This is an optimization exercise on Yosys and OpenROAD, whose aim is small area, not a production implementation.
The RTL was checked by simulation tests, not by an equivalence proof against the original design.
Power and IR drop assume default switching activity.

== oak ==
## wavegen
module wavegen (
    input  wire        clk,
    input  wire        rst,             
    input  wire [7:0]  cmd,
    input  wire        cmd_valid,
    output wire        cmd_ready,
    output wire        pin,
    output wire        running,
    output wire [31:0] freq_out,
    output wire [31:0] inc_out,
    output wire [7:0]  duty_high_out,
    output wire [7:0]  duty_low_out
);
For scale: roughly 94 I/O pins, roughly 0.0047 mm^2 of cells after synthesis.
==> flow/config.mk <==
export PLATFORM = sky130hd
export DESIGN_NAME = wavegen
export DESIGN_NICKNAME = wavegen
export VERILOG_FILES = /design/flow/design.v
export SDC_FILE = /design/flow/constraint.sdc
export NUM_CORES = 4
export LEC_CHECK = 0
export CAP_MARGIN = 20
export CORE_MARGIN = 2
export CORE_UTILIZATION = 70
export SLEW_MARGIN = 20
==> flow/constraint.sdc <==
create_clock -name core_clock -period 8.0 [get_ports {clk}]
set_input_delay 1.6000 -clock core_clock [delete_from_list [all_inputs] [get_ports {clk}]]
set_output_delay 1.6000 -clock core_clock [all_outputs]
set_load 0.01 [all_outputs]
standard.sh (not shown) runs the stock make flow with config.mk's settings and CLKGATE_MAP_FILE= SYNTH_SCRIPT=/design/flow/synth_recipe.tcl, a recipe that flattens the netlist after the stock synthesis.
==> flow/flow/run.sh <==
#!/bin/bash
# Layout flow: the standard flow, with these changes in how the layout is
# made (the design, clock and constraints are the standard flow's own):
#  * synthesis maps the combinational logic with an area-oriented ABC script
#    (flow/abc_area.script: deep AIG optimisation, area mapping, then gate
#    sizing only where ABC's delay estimate exceeds 4.2 ns) and without
#    ORFS's separate half/full-adder mapping; registers are mapped exactly as
#    in the standard synthesis. The AIG optimisation is randomised, so the
#    synthesis is run with several ABC seeds and the one with the smallest
#    cell area (not counting the pass-through buffers placement removes) is
#    kept;
#  * port buffers are the smallest buffer cell;
#  * constant outputs share one tie cell per value (no tie fanout repair);
#  * the clock tree uses clkbuf_8 buffers and no dummy loads.
# Each step's full output goes to a log file of its own in this folder.
set -euo pipefail
cd "$(dirname "$0")/.."
WORK=$PWD
SEEDS="1 2 3 4 5 6 7 8"
JOBS=${NUM_CORES:-4}

# The ORFS scripts, with flow/abc_area.script (seed filled in) as ABC script.
make_scripts() {
  rm -rf "$2"
  cp -r "$FLOW_HOME/scripts" "$2"
  sed "s/@SEED@/$1/" "$WORK/flow/abc_area.script" > "$2/abc_speed.script"
}

# Synthesis cell area without the buf_4 pass-through buffers.
synth_area() {
  awk '/Chip area for module/ {a = $NF}
       $NF == "sky130_fd_sc_hd__buf_4" {b = $2}
       END {printf "%.4f\n", a - b}' "$1"
}

# Trial syntheses, one per seed.
rm -rf "$WORK/synth_trials"
mkdir -p "$WORK/synth_trials"
n=0
for s in $SEEDS; do
  d="$WORK/synth_trials/seed$s"
  mkdir -p "$d"
  make_scripts "$s" "$d/scripts"
  bash standard.sh synth SCRIPTS_DIR="$d/scripts" ADDER_MAP_FILE= \
    WORK_HOME="$d/orfs" > "$d/synth.log" 2>&1 &
  n=$((n + 1))
  if (( n % JOBS == 0 )); then wait; fi
done
wait

best=""
best_area=""
for s in $SEEDS; do
  rpt="$WORK/synth_trials/seed$s/orfs/reports/sky130hd/wavegen/base/synth_stat.txt"
  [[ -f $rpt ]] || continue
  a=$(synth_area "$rpt")
  echo "seed $s: $a" >> "$WORK/flow_seeds.log"
  if [[ -z $best ]] || awk -v a="$a" -v b="$best_area" 'BEGIN {exit !(a < b)}'; then
    best=$s
    best_area=$a
  fi
done
echo "best seed $best: $best_area" >> "$WORK/flow_seeds.log"

# The layout, from the chosen seed's synthesis (run again, deterministically).
make_scripts "$best" "$WORK/flow_scripts"
KNOBS=(SCRIPTS_DIR="$WORK/flow_scripts" ADDER_MAP_FILE=)
bash standard.sh synth "${KNOBS[@]}" > "$WORK/flow_synth.log" 2>&1
echo "final synthesis: $(synth_area "$WORK/orfs/reports/sky130hd/wavegen/base/synth_stat.txt")" \
  >> "$WORK/flow_seeds.log"
rm -rf "$WORK/synth_trials"/seed*/scripts
bash standard.sh finish "${KNOBS[@]}" \
  SKIP_REPAIR_TIE_FANOUT=1 \
  BUFFER_PORTS_ARGS="-buffer_cell sky130_fd_sc_hd__buf_1" \
  CTS_ARGS="-sink_clustering_enable -repair_clock_nets -dont_use_dummy_load -buf_list {sky130_fd_sc_hd__clkbuf_8}" \
  > "$WORK/flow_finish.log" 2>&1
==> flow/flow/abc_area.script <==
strash
&get -n
&deepsyn -J 50 -T 120 -S @SEED@
&put
dch -f
amap
topo
upsize -D 4200
dnsize -D 4200
oak: flow completed, timing, DRC and antenna clean
Input changes introduced in pine (baseline for comparison: oak):
==> flow/flow/run.sh <==
#!/bin/bash
# Layout flow: the standard flow, with these changes in how the layout is
# made (the design, clock and constraints are the standard flow's own):
#  * synthesis maps the combinational logic with an area-oriented ABC script
#    (flow/abc_area.script: deep AIG optimisation, area mapping, then gate
#    sizing only where ABC's delay estimate exceeds 4.2 ns) and without
#    ORFS's separate half/full-adder mapping; registers are mapped exactly as
#    in the standard synthesis;
#  * port buffers are the smallest buffer cell;
#  * constant outputs share one tie cell per value (no tie fanout repair);
#  * the clock tree uses clkbuf_8 buffers and no dummy loads.
# Each step's full output goes to a log file of its own in this folder.
set -euo pipefail
cd "$(dirname "$0")/.."
WORK=$PWD
rm -rf "$WORK/flow_scripts"
cp -r "$FLOW_HOME/scripts" "$WORK/flow_scripts"
cp "$WORK/flow/abc_area.script" "$WORK/flow_scripts/abc_speed.script"
KNOBS=(SCRIPTS_DIR="$WORK/flow_scripts" ADDER_MAP_FILE=)
bash standard.sh synth "${KNOBS[@]}" > "$WORK/flow_synth.log" 2>&1
bash standard.sh finish "${KNOBS[@]}" \
  SKIP_REPAIR_TIE_FANOUT=1 \
  BUFFER_PORTS_ARGS="-buffer_cell sky130_fd_sc_hd__buf_1" \
  CTS_ARGS="-sink_clustering_enable -repair_clock_nets -dont_use_dummy_load -buf_list {sky130_fd_sc_hd__clkbuf_8}" \
  > "$WORK/flow_finish.log" 2>&1
-- flow/flow/abc_area.script --
<<< oak, line 3
&deepsyn -J 50 -T 120 -S @SEED@
>>> pine, line 3
&deepsyn -J 50 -T 120
==> run summary <==
Compare oak and pine | fraction of standard cell area that is sequential higher: oak
Where final total power is concerned, oak is better than pine.
In pine, the synthesized netlist net count came out 19 above the value in oak.
Hold slack ends up higher on pine.
pine vs. oak: via count of the first global-routing pass went down by 3.1%.
The relative slew slack of pine was inferior to that of oak.
Of the two candidates, oak has the worse maximum frequency and pine the better one.
Compared with oak, pine has extra setup slack.
Cmp pine vs oak: portion of the layout cell area used by non-clock buffers lower in pine
Relative to oak, the routed wire length of pine is higher by 1.7%.
Compared with oak, pine shows a higher number of nets in the final layout.

-- afterwards: timing with drivers on the ports --
In the flow no input, the clock included, has a driving cell. The finished layouts below were timed again as built, in two steps. Step 1 sets driving cells, clkbuf_16 on the clock port and buf_2 on the other inputs (assumed; they add their load-dependent delay and slew). Step 2 moves the port delays by t, midway between the first and last clock arrival at a register: inputs arrive t later, outputs are due t later. That takes back most of the time a late clock gives input paths. Three values: ideal, step 1, step 2; two values: the first two.
run | shift t [ns] | slack for setup (ns) | clock arrival spread, ns | worst data-port slew with drivers (ns)
oak | 0.375 | 0.966 / 0.933 / 1.308 | 0.027 / 0.026 | 0.05
pine | 0.372 | 1.239 / 1.210 / 1.582 | 0.036 / 0.036 | 0.03
After both steps every run listed still meets setup and hold.
